From an optimization exercise on the open Yosys and OpenROAD flow, aimed at small area; shortcuts taken in it are not production practice.
Only simulation tests tie the RTL to the original design; equivalence was not proved.

==> inputs of 04-24 <==
==> flow/design.v <==
module cbc_can_decode (
    input  wire [28:0] id,
    input  wire [3:0]  len,
    input  wire [63:0] data,      
    output wire        we_doors,
    output wire        we_rpm,
    output wire        we_odo,
    output wire        we_speed,
    output wire        we_fuel,
    output wire        we_temp,
    output wire        we_wheel,
    output wire        we_bonnet,
    output wire        short_frame,
    output wire        fr_door,
    output wire        fl_door,
    output wire        rl_door,
    output wire        rr_door,
    output wire        tailgate,
    output wire        bonnet,
    output wire [15:0] rpm,
    output wire [31:0] odometer,
    output wire [15:0] speed,
    output wire [7:0]  fuel_lvl,
    output wire        low_fuel,
    output wire [15:0] temp,
    output wire [7:0]  wheel
);
    wire [7:0] d0 = data[7:0];
    wire [7:0] d1 = data[15:8];
    wire [7:0] d2 = data[23:16];
    wire [7:0] d3 = data[31:24];
    wire [7:0] d4 = data[39:32];
    wire [7:0] d5 = data[47:40];
    wire [7:0] d6 = data[55:48];
    wire [7:0] d7 = data[63:56];
    wire [3:0] elen = (len > 4'd8) ? 4'd8 : len;
    reg [7:0] hit;        
    reg [3:0] need;
    always @* begin
        hit  = 8'd0;
        need = 4'd0;
        case (id)
            29'h350: begin hit[0] = 1'b1; need = 4'd8; end
            29'h186: begin hit[1] = 1'b1; need = 4'd2; end
            29'h5D7: begin hit[2] = 1'b1; need = 4'd6; end
            29'h354: begin hit[3] = 1'b1; need = 4'd2; end
            29'h6FB: begin hit[4] = 1'b1; need = 4'd4; end
            29'h5DA: begin hit[5] = 1'b1; need = 4'd1; end
            29'h0C6: begin hit[6] = 1'b1; need = 4'd2; end
            29'h4F8: begin hit[7] = 1'b1; need = 4'd1; end
            default: ;
        endcase
    end
    wire long_enough = (elen >= need);
    wire [7:0] we = long_enough ? hit : 8'd0;
    assign we_doors    = we[0];
    assign we_rpm      = we[1];
    assign we_odo      = we[2];
    assign we_speed    = we[3];
    assign we_fuel     = we[4];
    assign we_temp     = we[5];
    assign we_wheel    = we[6];
    assign we_bonnet   = we[7];
    assign short_frame = (|hit) & ~long_enough;
    assign fr_door  = data[51];
    assign fl_door  = data[53];
    assign rl_door  = data[57];
    assign rr_door  = data[57];
    assign tailgate = data[35];
    wire [15:0] raw01 = {d0, d1};
    assign rpm = raw01 / 16'd10;
    wire [31:0] raw25 = {d2, d3, d4, d5};
    wire [27:0] raw25_sh = raw25[31:4];
    wire [27:0] odo_q = raw25_sh / 28'd100;
    assign odometer = {4'd0, odo_q};
    assign speed = raw01 / 16'd100;
    assign fuel_lvl = {1'b0, d3[7:1]};
    assign low_fuel = d3[7];
    assign temp = {8'd0, d0} - 16'd40;
    wire signed [17:0] wheel_off = $signed({2'b00, raw01}) - 18'sd32900;
    wire signed [17:0] wheel_q   = wheel_off / 18'sd50;    
    assign wheel = wheel_q[7:0];
    assign bonnet = ~d0[3];
endmodule
module cbc_encoder #(
    parameter [15:0] VOLT_X100 = 16'h04B0
) (
    input  wire [5:0]  pos,
    input  wire        fr_door,
    input  wire        fl_door,
    input  wire        rl_door,
    input  wire        rr_door,
    input  wire        tailgate,
    input  wire        bonnet,
    input  wire [15:0] rpm,
    input  wire [15:0] speed,
    input  wire [31:0] odometer,
    input  wire [7:0]  fuel_lvl,
    input  wire [15:0] temp,
    input  wire [7:0]  wheel,
    input  wire [7:0]  flags,
    output reg  [7:0]  byte_out
);
    wire [7:0] doors = {2'b00, bonnet, tailgate, rr_door, rl_door, fr_door, fl_door};
    wire [7:0] chk1  = ~(8'h41 + 8'h02 + 8'h01 + doors);
    wire [15:0] sp  = speed * 16'd100;
    wire [23:0] odo = odometer[23:0];
    wire [7:0] sum2 = 8'h41 + 8'h0D + 8'h02
                    + rpm[15:8] + rpm[7:0]
                    + sp[15:8] + sp[7:0]
                    + VOLT_X100[15:8] + VOLT_X100[7:0]
                    + temp[15:8] + temp[7:0]
                    + odo[23:16] + odo[15:8] + odo[7:0]
                    + fuel_lvl;
    wire [7:0] chk2 = ~sum2;
    wire [7:0] chk3 = ~(8'h41 + 8'h02 + 8'h03 + flags);
    wire signed [15:0] wheel_x27 = $signed(wheel) * 16'sd27;
    wire signed [15:0] angle     = wheel_x27 / 16'sd5;    
    wire [7:0] chk4 = ~(8'h26 + 8'h02 + angle[7:0] + angle[15:8]);
    always @* begin
        case (pos)
            6'd0:  byte_out = 8'hFF;
            6'd1:  byte_out = 8'h2E;
            6'd2:  byte_out = 8'h41;
            6'd3:  byte_out = 8'h02;
            6'd4:  byte_out = 8'h01;
            6'd5:  byte_out = doors;
            6'd6:  byte_out = chk1;
            6'd7:  byte_out = 8'h2E;
            6'd8:  byte_out = 8'h41;
            6'd9:  byte_out = 8'h0D;
            6'd10: byte_out = 8'h02;
            6'd11: byte_out = rpm[15:8];
            6'd12: byte_out = rpm[7:0];
            6'd13: byte_out = sp[15:8];
            6'd14: byte_out = sp[7:0];
            6'd15: byte_out = VOLT_X100[15:8];
            6'd16: byte_out = VOLT_X100[7:0];
            6'd17: byte_out = temp[15:8];
            6'd18: byte_out = temp[7:0];
            6'd19: byte_out = odo[23:16];
            6'd20: byte_out = odo[15:8];
            6'd21: byte_out = odo[7:0];
            6'd22: byte_out = fuel_lvl;
            6'd23: byte_out = chk2;
            6'd24: byte_out = 8'h2E;
            6'd25: byte_out = 8'h41;
            6'd26: byte_out = 8'h02;
            6'd27: byte_out = 8'h03;
            6'd28: byte_out = flags;
            6'd29: byte_out = chk3;
            6'd30: byte_out = 8'h2E;
            6'd31: byte_out = 8'h26;
            6'd32: byte_out = 8'h02;
            6'd33: byte_out = angle[7:0];
            6'd34: byte_out = angle[15:8];
            6'd35: byte_out = chk4;
            default: byte_out = 8'h00;
        endcase
    end
endmodule
module canbox_bridge #(
    parameter [15:0] VOLT_X100 = 16'h04B0
) (
    input  wire        clk,
    input  wire        rst,           
    input  wire        rx_valid,
    output wire        rx_ready,
    input  wire [7:0]  rx_data,
    input  wire        can_valid,
    output wire        can_ready,
    input  wire [28:0] can_id,
    input  wire [3:0]  can_len,
    input  wire [63:0] can_data,
    input  wire        tick_valid,
    output wire        tick_ready,
    output wire        tx_valid,
    input  wire        tx_ready,
    output wire [7:0]  tx_data,
    input  wire        strict_chk,
    output reg         err_frame_too_large,
    output reg         err_checksum,
    output reg         err_can_short
);
    localparam [2:0] S_WAIT = 3'd0, S_CMD = 3'd1, S_LEN = 3'd2, S_DATA = 3'd3, S_CRC = 3'd4;
    localparam [7:0] START   = 8'h2E;
    localparam [7:0] CMD_INJ = 8'hEE;
    localparam [7:0] MAX_LEN = 8'd28;
    reg [2:0]   fs;
    reg [5:0]   idx;
    reg [7:0]   lenb;                
    reg [7:0]   sum;                 
    reg         is_ee;               
    reg         id_c6;               
    reg [7:0]   bd0, bd1;            
    reg         fr_door, fl_door, rl_door, rr_door, tailgate, bonnet;
    reg [15:0]  rpm;
    reg [15:0]  speed;
    reg [31:0]  odometer;
    reg [7:0]   fuel_lvl;
    reg         low_fuel;
    reg         low_voltage;         
    reg [15:0]  temp;
    reg [7:0]   wheel;
    reg [7:0]   last_flags;
    reg         busy;                
    reg [5:0]   pos;                 
    reg         bcast;               
    reg [1:0]   rr_first;
    reg g_rx, g_can, g_tick;
    always @* begin
        g_rx = 1'b0; g_can = 1'b0; g_tick = 1'b0;
        if (!busy) begin
            case (rr_first)
                2'd0: begin
                    if (rx_valid)        g_rx   = 1'b1;
                    else if (can_valid)  g_can  = 1'b1;
                    else if (tick_valid) g_tick = 1'b1;
                end
                2'd1: begin
                    if (can_valid)       g_can  = 1'b1;
                    else if (tick_valid) g_tick = 1'b1;
                    else if (rx_valid)   g_rx   = 1'b1;
                end
                default: begin
                    if (tick_valid)      g_tick = 1'b1;
                    else if (rx_valid)   g_rx   = 1'b1;
                    else if (can_valid)  g_can  = 1'b1;
                end
            endcase
        end
    end
    assign rx_ready   = g_rx;
    assign can_ready  = g_can;
    assign tick_ready = g_tick;
    wire acc_rx   = rx_valid   & g_rx;
    wire acc_can  = can_valid  & g_can;
    wire acc_tick = tick_valid & g_tick;
    wire [7:0] b = rx_data;
    wire       at4 = (idx == 6'd4);
    wire       at7 = (idx == 6'd7);
    wire       at8 = (idx == 6'd8);
    wire [7:0] frame_sum = sum;
    wire       completing = acc_rx && (fs == S_CRC);
    wire       chk_ok     = ((~frame_sum) == b);
    wire       dispatch   = completing && (!strict_chk || chk_ok);
    wire       inject     = dispatch && is_ee;
    wire        n_c6     = at4 ? (b == 8'hC6) : id_c6;
    wire [7:0]  n_d0     = at7 ? b : bd0;
    wire [7:0]  n_d1     = at8 ? b : bd1;
    wire [28:0] dec_id   = acc_can ? can_id   : (n_c6 ? 29'h0C6 : 29'h0);
    wire [3:0]  dec_len  = acc_can ? can_len  : 4'd8;
    wire [63:0] dec_data = acc_can ? can_data : {48'd0, n_d1, n_d0};
    wire        dec_go   = acc_can | inject;
    wire        we_doors, we_rpm, we_odo, we_speed, we_fuel, we_temp, we_wheel, we_bonnet;
    wire        dec_short;
    wire        n_fr_door, n_fl_door, n_rl_door, n_rr_door, n_tailgate, n_bonnet;
    wire [15:0] n_rpm, n_speed, n_temp;
    wire [31:0] n_odometer;
    wire [7:0]  n_fuel_lvl, n_wheel;
    wire        n_low_fuel;
    cbc_can_decode u_dec (
        .id(dec_id), .len(dec_len), .data(dec_data),
        .we_doors(we_doors), .we_rpm(we_rpm), .we_odo(we_odo), .we_speed(we_speed),
        .we_fuel(we_fuel), .we_temp(we_temp), .we_wheel(we_wheel), .we_bonnet(we_bonnet),
        .short_frame(dec_short),
        .fr_door(n_fr_door), .fl_door(n_fl_door), .rl_door(n_rl_door), .rr_door(n_rr_door),
        .tailgate(n_tailgate), .bonnet(n_bonnet),
        .rpm(n_rpm), .odometer(n_odometer), .speed(n_speed),
        .fuel_lvl(n_fuel_lvl), .low_fuel(n_low_fuel), .temp(n_temp), .wheel(n_wheel)
    );
    wire [7:0] flags = {low_fuel, low_voltage, 6'd0};
    wire [7:0] enc_byte;
    cbc_encoder #(.VOLT_X100(VOLT_X100)) u_enc (
        .pos(pos),
        .fr_door(fr_door), .fl_door(fl_door), .rl_door(rl_door), .rr_door(rr_door),
        .tailgate(tailgate), .bonnet(bonnet),
        .rpm(rpm), .speed(speed), .odometer(odometer), .fuel_lvl(fuel_lvl),
        .temp(temp), .wheel(wheel), .flags(flags),
        .byte_out(enc_byte)
    );
    assign tx_valid = busy;
    assign tx_data  = enc_byte;
    wire   tx_fire  = busy & tx_ready;
    always @(posedge clk) begin
        if (rst) begin
            fs          <= S_WAIT;
            idx         <= 6'd0;
            lenb <= 8'd0; sum <= 8'd0; is_ee <= 1'b0; id_c6 <= 1'b0; bd0 <= 8'd0; bd1 <= 8'd0;
            fr_door     <= 1'b0;
            fl_door     <= 1'b0;
            rl_door     <= 1'b0;
            rr_door     <= 1'b0;
            tailgate    <= 1'b0;
            bonnet      <= 1'b0;
            rpm         <= 16'd0;
            speed       <= 16'd0;
            odometer    <= 32'd0;
            fuel_lvl    <= 8'd0;
            low_fuel    <= 1'b0;
            low_voltage <= 1'b0;
            temp        <= 16'd0;
            wheel       <= 8'd0;
            last_flags  <= 8'd0;
            busy        <= 1'b0;
            pos         <= 6'd0;
            bcast       <= 1'b0;
            rr_first    <= 2'd0;
            err_frame_too_large <= 1'b0;
            err_checksum        <= 1'b0;
            err_can_short       <= 1'b0;
        end else begin
            err_frame_too_large <= 1'b0;
            err_checksum        <= 1'b0;
            err_can_short       <= acc_can & dec_short;
            if (acc_rx)   rr_first <= 2'd1;
            if (acc_can)  rr_first <= 2'd2;
            if (acc_tick) rr_first <= 2'd0;
            if (acc_rx) begin
                case (fs)
                    S_WAIT: begin
                        if (b == START) begin
                            id_c6 <= 1'b0; bd0 <= 8'd0; bd1 <= 8'd0;
                            idx         <= 6'd1;
                            fs          <= S_CMD;
                        end
                    end
                    S_CMD: begin
                        sum <= b; is_ee <= (b == CMD_INJ);
                        idx         <= 6'd2;
                        fs          <= S_LEN;
                    end
                    S_LEN: begin
                        lenb <= b; sum <= sum + b;
                        if (b > MAX_LEN) begin
                            err_frame_too_large <= 1'b1;
                            idx <= 6'd0;
                            fs  <= S_WAIT;
                        end else begin
                            idx <= 6'd3;
                            fs  <= (b == 8'd0) ? S_CRC : S_DATA;
                        end
                    end
                    S_DATA: begin
                        sum <= sum + b; id_c6 <= n_c6; bd0 <= n_d0; bd1 <= n_d1;
                        idx   <= idx + 6'd1;
                        if ({2'b00, idx} + 8'd1 - 8'd3 >= lenb)
                            fs <= S_CRC;
                    end
                    S_CRC: begin
                        id_c6 <= n_c6; bd0 <= n_d0; bd1 <= n_d1;
                        idx   <= 6'd0;
                        fs    <= S_WAIT;
                        if (strict_chk && !chk_ok)
                            err_checksum <= 1'b1;
                    end
                    default: begin
                        idx <= 6'd0;
                        fs  <= S_WAIT;
                    end
                endcase
            end
            if (dec_go) begin
                if (we_doors) begin
                    fr_door  <= n_fr_door;
                    fl_door  <= n_fl_door;
                    rl_door  <= n_rl_door;
                    rr_door  <= n_rr_door;
                    tailgate <= n_tailgate;
                end
                if (we_rpm)    rpm      <= n_rpm;
                if (we_odo)    odometer <= n_odometer;
                if (we_speed)  speed    <= n_speed;
                if (we_fuel) begin
                    fuel_lvl <= n_fuel_lvl;
                    low_fuel <= n_low_fuel;
                end
                if (we_temp)   temp     <= n_temp;
                if (we_wheel)  wheel    <= n_wheel;
                if (we_bonnet) bonnet   <= n_bonnet;
            end
            if (completing) begin
                busy  <= 1'b1;
                pos   <= 6'd0;
                bcast <= inject;
            end else if (acc_tick) begin
                busy  <= 1'b1;
                pos   <= 6'd1;
                bcast <= 1'b1;
            end else if (tx_fire) begin
                if (pos == 6'd0 && !bcast) begin
                    busy <= 1'b0;
                end else if (pos == 6'd35) begin
                    busy <= 1'b0;
                end else if (pos == 6'd23) begin
                    pos <= (flags != last_flags) ? 6'd24 : 6'd30;
                end else begin
                    if (pos == 6'd29)
                        last_flags <= flags;
                    pos <= pos + 6'd1;
                end
            end
        end
    end
endmodule
==> flow/run.sh <==
#!/bin/bash
# synth_recipe.tcl (not shown) runs the flow's synth.tcl, then flattens the netlist and writes it again
# the make line also repeats each setting of config.mk as NAME=value (left out here)
make -C /OpenROAD-flow-scripts/flow DESIGN_CONFIG=/design/flow/config.mk WORK_HOME=/design/flow/orfs CLKGATE_MAP_FILE= SYNTH_SCRIPT=/design/flow/synth_recipe.tcl finish
==> flow/config.mk <==
export PLATFORM = sky130hd
export DESIGN_NAME = canbox_bridge
export DESIGN_NICKNAME = canbox_bridge
export VERILOG_FILES = /design/flow/design.v
export SDC_FILE = /design/flow/constraint.sdc
export NUM_CORES = 4
export LEC_CHECK = 0
export CAP_MARGIN = 20
export CORE_MARGIN = 2
export CORE_UTILIZATION = 40
export SLEW_MARGIN = 20
==> flow/constraint.sdc <==
create_clock -name core_clock -period 30.0 [get_ports {clk}]
set_input_delay 6.0000 -clock core_clock [delete_from_list [all_inputs] [get_ports {clk}]]
set_output_delay 6.0000 -clock core_clock [all_outputs]
set_load 0.01 [all_outputs]
==> 06-10: changes against 04-24 <==
--- a/flow/design.v
+++ b/flow/design.v
@@ -190,7 +190,3 @@
     reg [5:0]   idx;
-    reg [7:0]   lenb;                
-    reg [7:0]   sum;                 
-    reg         is_ee;               
-    reg         id_c6;               
-    reg [7:0]   bd0, bd1;            
+    reg [255:0] buf_q;               
     reg         fr_door, fl_door, rl_door, rr_door, tailgate, bonnet;
@@ -239,6 +235,14 @@
     wire [7:0] b = rx_data;
-    wire       at4 = (idx == 6'd4);
-    wire       at7 = (idx == 6'd7);
-    wire       at8 = (idx == 6'd8);
-    wire [7:0] frame_sum = sum;
+    reg [255:0] buf_n;
+    always @* begin
+        buf_n = buf_q;
+        buf_n[idx[4:0]*8 +: 8] = b;
+    end
+    reg [7:0] frame_sum;
+    integer k;
+    always @* begin
+        frame_sum = 8'd0;
+        for (k = 1; k < 32; k = k + 1)
+            frame_sum = frame_sum + buf_q[8*k +: 8];
+    end
     wire       completing = acc_rx && (fs == S_CRC);
@@ -246,9 +250,6 @@
     wire       dispatch   = completing && (!strict_chk || chk_ok);
-    wire       inject     = dispatch && is_ee;
-    wire        n_c6     = at4 ? (b == 8'hC6) : id_c6;
-    wire [7:0]  n_d0     = at7 ? b : bd0;
-    wire [7:0]  n_d1     = at8 ? b : bd1;
-    wire [28:0] dec_id   = acc_can ? can_id   : (n_c6 ? 29'h0C6 : 29'h0);
+    wire       inject     = dispatch && (buf_n[15:8] == CMD_INJ);
+    wire [28:0] dec_id   = acc_can ? can_id   : {21'd0, buf_n[39:32]};
     wire [3:0]  dec_len  = acc_can ? can_len  : 4'd8;
-    wire [63:0] dec_data = acc_can ? can_data : {48'd0, n_d1, n_d0};
+    wire [63:0] dec_data = acc_can ? can_data : buf_n[119:56];
     wire        dec_go   = acc_can | inject;
@@ -288,3 +289,3 @@
             idx         <= 6'd0;
-            lenb <= 8'd0; sum <= 8'd0; is_ee <= 1'b0; id_c6 <= 1'b0; bd0 <= 8'd0; bd1 <= 8'd0;
+            buf_q       <= 256'd0;
             fr_door     <= 1'b0;
@@ -322,3 +323,3 @@
                         if (b == START) begin
-                            id_c6 <= 1'b0; bd0 <= 8'd0; bd1 <= 8'd0;
+                            buf_q       <= {248'd0, START};
                             idx         <= 6'd1;
@@ -328,3 +329,3 @@
                     S_CMD: begin
-                        sum <= b; is_ee <= (b == CMD_INJ);
+                        buf_q[15:8] <= b;
                         idx         <= 6'd2;
@@ -333,3 +334,3 @@
                     S_LEN: begin
-                        lenb <= b; sum <= sum + b;
+                        buf_q[23:16] <= b;
                         if (b > MAX_LEN) begin
@@ -344,5 +345,5 @@
                     S_DATA: begin
-                        sum <= sum + b; id_c6 <= n_c6; bd0 <= n_d0; bd1 <= n_d1;
+                        buf_q <= buf_n;
                         idx   <= idx + 6'd1;
-                        if ({2'b00, idx} + 8'd1 - 8'd3 >= lenb)
+                        if ({2'b00, idx} + 8'd1 - 8'd3 >= buf_q[23:16])
                             fs <= S_CRC;
@@ -350,3 +351,3 @@
                     S_CRC: begin
-                        id_c6 <= n_c6; bd0 <= n_d0; bd1 <= n_d1;
+                        buf_q <= buf_n;
                         idx   <= 6'd0;
==> notes <==
04-24 finished clean. 06-10 completed with no timing, DRC or antenna violations.
In 06-10 the sequential share of layout area is higher than in 04-24, by 7.3 points.
Between 04-24 and 06-10, the lower final area is in 04-24 (gap about 36%, measured against 06-10).
In 06-10 the synthesized area is higher than in 04-24, by about 60%.
Routed wire length: 04-24 is smaller than 06-10 (about 36%).
Of 04-24 and 06-10, 04-24 has the higher setup slack (gap 1.9 ns).
Between 06-10 and 04-24, the lower clock skew is in 04-24 (gap 0.032 ns).
In 04-24 the maximum frequency is larger than in 06-10, by about 9%.
In 04-24 the non-clock buffer count is lower than in 06-10, by 28.
==> figures <==
| item | 04-24 | 06-10 |
|---|---|---|
| Worst clock skew | 0.0249 ns | 0.0569 ns |
| Result of the run | complete, no violations | complete, no violations |
| R2r setup slk | 14.43 ns | 10.91 ns |
| Routability congestion estimate | 0.931 | 0.949 |
| Critical Path Max Stage Delay | 1.04 ns | 0.68 ns |
| Area of combinational cells with multiple inputs | 18,100 µm² | 25,500 µm² |
| WHS | 0.497 ns | 0.497 ns |
| Area of the core | 54,900 µm² | 85,500 µm² |
| Final antenna diode count | 0 | 3 |
| Share of the synthesized area in compound gates (AO/OA/AOI/OAI) | 29.9% | 25.2% |
| Multi-input gates | 2,581 | 3,369 |
| Register area | 2620 µm² | 6910 µm² |
| Number of violations reported at the end of detailed-routing iteration 0 | 1,946 | 3,091 |
| Routed wl met3 | 4300 µm | 9450 µm |
| Reg2Reg Depth | 50 | 59 |
| Beginning of the worst register-to-register path | rr_first[0] | idx[0] |
| Maximum buffer depth of the clock tree | 2 | 3 |
| Placed cell count | 3,751 | 5,357 |
| Sequential cell count | 131 | 345 |

what the ideal ports hide:
No port has a modelled driver above. Below, the same layouts with a new extraction and two added sets of constraints. Step 1 sets driving cells, clkbuf_16 on the clock port and buf_2 on the other inputs (assumed; they add their load-dependent delay and slew). Step 2 times the ports against the registers' clock, not the clock port: input delays grow and output delays shrink by t, the midpoint of the rising clock arrivals with the driver on. Slacks: ideal / step 1 / step 2; pairs: ideal / step 1.
run | t (ns) | slack for setup (ns) | worst setup path at the end | latest minus earliest clock arrival (ns)
04-24 | 0.492 | 8.406 / 8.437 / 7.944 | input to register | 0.025 / 0.025
06-10 | 0.656 | 6.485 / 6.520 / 5.864 | input to register | 0.058 / 0.058
After both steps every run listed still meets setup and hold. For 06-10, which loses most, drivers alone change the setup slack by +0.035 ns; drivers and shift together by -0.621 ns.
